This design comes from an exercise in tuning for a short achievable clock period and few clock cycles on the open sky130 flow, not from production work. Only simulation tests tie the RTL to the original design; equivalence was not proved. Power is estimated from default activity; no workload was simulated.

Setup of the baseline:
// col216_core
module col216_core (
    input  wire        clk,
    input  wire        rst,           
    input  wire [15:0] prog_len,      
    output wire [15:0] imem_addr,
    input  wire [31:0] imem_rdata,
    output wire [17:0] dmem_addr,     
    output wire        dmem_we,
    output wire [31:0] dmem_wdata,
    input  wire [31:0] dmem_rdata,
    output wire        wb_valid,      
    output wire [4:0]  wb_rd,
    output wire [31:0] wb_data,
    output wire        halted,
    output wire        fault,
    output wire [2:0]  fault_code,
    output wire [15:0] fault_pc
);
Size in the first run: ~11000 cells after synthesis, about 2600 flip-flops, ~0.14 mm² of cells after synthesis.
export LEC_CHECK = 0
export ABC_CLOCK_PERIOD_IN_PS = 3000
export CAP_MARGIN = 20
export CELL_PAD_IN_SITES_GLOBAL_PLACEMENT = 2
export CORE_MARGIN = 2
export CORE_UTILIZATION = 35
export PLACE_DENSITY = 0.5
export SLEW_MARGIN = 20
export TNS_END_PERCENT = 100
create_clock -name core_clock -period 11.0 [get_ports {clk}]
standard.sh (not shown) runs the stock make flow with config.mk's settings and CLKGATE_MAP_FILE= SYNTH_SCRIPT=/design/flow/synth_recipe.tcl, a recipe that flattens the netlist after the stock synthesis.
==> flow/flow/run.sh <==
#!/bin/bash
set -euo pipefail
bash standard.sh SETUP_SLACK_MARGIN=7 \
  "BUFFER_PORTS_ARGS=-buffer_cell sky130_fd_sc_hd__buf_4" \
  finish > standard.log 2>&1
Testbench counts of the baseline, summed over its fixed seeds: cycles 103,971.
[inputs] the candidate vs the baseline
-- flow/design.v --
<<< the baseline, line 105
    reg  [31:0] exmem_mv2;
    reg  [31:0] exmem_mv3;
    reg  [31:0] exmem_mv4;
    reg  [31:0] exmem_mv5;
    reg        memwb_v;
    reg        memwb_rw;
>>> the candidate, line 105
    reg  [31:0] exmem_mv2;
    reg  [31:0] exmem_mv3;
    reg        memwb_v;
    reg        memwb_rw;
<<< the baseline, line 238
    wire [31:0] mts2_1 = mtc1_1 ^ mts1_2 ^ mtc1_2;
    wire [31:0] mtc2_1 = {((mtc1_1[30:0] & mts1_2[30:0]) | (mtc1_1[30:0] & mtc1_2[30:0]) | (mts1_2[30:0] & mtc1_2[30:0])), 1'b0};
    wire [31:0] mms3_0 = exmem_mv0 ^ exmem_mv1 ^ exmem_mv2;
    wire [31:0] mmc3_0 = {((exmem_mv0[30:0] & exmem_mv1[30:0]) | (exmem_mv0[30:0] & exmem_mv2[30:0]) | (exmem_mv1[30:0] & exmem_mv2[30:0])), 1'b0};
    wire [31:0] mms3_1 = exmem_mv3 ^ exmem_mv4 ^ exmem_mv5;
    wire [31:0] mmc3_1 = {((exmem_mv3[30:0] & exmem_mv4[30:0]) | (exmem_mv3[30:0] & exmem_mv5[30:0]) | (exmem_mv4[30:0] & exmem_mv5[30:0])), 1'b0};
    wire [31:0] mms4_0 = mms3_0 ^ mmc3_0 ^ mms3_1;
    wire [31:0] mmc4_0 = {((mms3_0[30:0] & mmc3_0[30:0]) | (mms3_0[30:0] & mms3_1[30:0]) | (mmc3_0[30:0] & mms3_1[30:0])), 1'b0};
    wire [31:0] mms5_0 = mms4_0 ^ mmc4_0 ^ mmc3_1;
    wire [31:0] mmc5_0 = {((mms4_0[30:0] & mmc4_0[30:0]) | (mms4_0[30:0] & mmc3_1[30:0]) | (mmc4_0[30:0] & mmc3_1[30:0])), 1'b0};
    wire [31:0] mul_final = mms5_0 + mmc5_0;
    wire [31:0] mem_val = exmem_mul ? mul_final : exmem_mr ? dmem_rdata : exmem_res;
>>> the candidate, line 236
    wire [31:0] mts2_1 = mtc1_1 ^ mts1_2 ^ mtc1_2;
    wire [31:0] mtc2_1 = {((mtc1_1[30:0] & mts1_2[30:0]) | (mtc1_1[30:0] & mtc1_2[30:0]) | (mts1_2[30:0] & mtc1_2[30:0])), 1'b0};
    wire [31:0] mts3_0 = mts2_0 ^ mtc2_0 ^ mts2_1;
    wire [31:0] mtc3_0 = {((mts2_0[30:0] & mtc2_0[30:0]) | (mts2_0[30:0] & mts2_1[30:0]) | (mtc2_0[30:0] & mts2_1[30:0])), 1'b0};
    wire [31:0] mts3_1 = mtc2_1 ^ mts1_3 ^ mtc1_3;
    wire [31:0] mtc3_1 = {((mtc2_1[30:0] & mts1_3[30:0]) | (mtc2_1[30:0] & mtc1_3[30:0]) | (mts1_3[30:0] & mtc1_3[30:0])), 1'b0};
    wire [31:0] mms4_0 = exmem_mv0 ^ exmem_mv1 ^ exmem_mv2;
    wire [31:0] mmc4_0 = {((exmem_mv0[30:0] & exmem_mv1[30:0]) | (exmem_mv0[30:0] & exmem_mv2[30:0]) | (exmem_mv1[30:0] & exmem_mv2[30:0])), 1'b0};
    wire [31:0] mms5_0 = mms4_0 ^ mmc4_0 ^ exmem_mv3;
    wire [31:0] mmc5_0 = {((mms4_0[30:0] & mmc4_0[30:0]) | (mms4_0[30:0] & exmem_mv3[30:0]) | (mmc4_0[30:0] & exmem_mv3[30:0])), 1'b0};
    wire [31:0] mul_final = mms5_0 + mmc5_0;
    wire [31:0] mem_val = exmem_mul ? mul_final : exmem_mr ? dmem_rdata : exmem_res;
<<< the baseline, line 419
        exmem_taken <= ex_taken;
        exmem_bidx  <= idex_pc[5:0];
        exmem_mv0 <= mts2_0;
        exmem_mv1 <= mtc2_0;
        exmem_mv2 <= mts2_1;
        exmem_mv3 <= mtc2_1;
        exmem_mv4 <= mts1_3;
        exmem_mv5 <= mtc1_3;
        idex_pc     <= ir_pc;
        idex_d1     <= rdata1;
>>> the candidate, line 417
        exmem_taken <= ex_taken;
        exmem_bidx  <= idex_pc[5:0];
        exmem_mv0 <= mts3_0;
        exmem_mv1 <= mtc3_0;
        exmem_mv2 <= mts3_1;
        exmem_mv3 <= mtc3_1;
        idex_pc     <= ir_pc;
        idex_d1     <= rdata1;
[summary]
The candidate vs the baseline on setup slack of the critical path after layout: the candidate is the lower one. The baseline reports its source of the critical timing path as idex_s2[1] while the candidate reports idex_md2[11]. The candidate vs the baseline: source-to-sink clock delay at the later pin of the worst-skew pair up in the candidate. Delta (the candidate minus the baseline): number of placed instances, taps included fell by 177; count of clock-buffer cells in the layout fell by about 7%. The candidate packs its core more tightly than the baseline. Of the candidate and the baseline, the higher vertical die dimension belongs to the baseline. The candidate vs. the baseline: share of the yosys chip area belonging to registers stayed essentially flat; hold slack stayed essentially flat. In the candidate, the register-to-register slack came out 0.17 ns below the value in the baseline. Taking the baseline as the reference, in the candidate area after synthesis dropped about 0.9%; overall power after layout dropped 620 µW.
Testbench counts of the candidate, summed over its fixed seeds: cycles 103,971.

==> port drivers added, routing unchanged <==
Ports are ideal in the flow. The routed layouts listed here were re-timed in OpenROAD. Step 1: set_driving_cell puts a clkbuf_16 on clk and a buf_2 on each other input, an assumption about the parent block. Step 2 times the ports against the registers' clock, not the clock port: input delays grow and output delays shrink by t, the midpoint of the rising clock arrivals with the driver on. Three values: ideal ports, drivers, drivers and shift; two values: the first two.
| run | t, ns | setup WS [ns] | clock arrival spread, ns | pins driven straight from the clock port |
|---|---|---|---|---|
| the baseline | 1.023 | 6.959 / 6.959 / 6.368 | 0.088 / 0.088 | 1 |
| the candidate | 1.038 | 6.788 / 6.788 / 6.332 | 0.114 / 0.115 | 1 |
After both steps every run listed still meets setup and hold. The setup slack of the baseline, which loses most, moves by 0.000 ns with the drivers and by -0.591 ns with both steps.
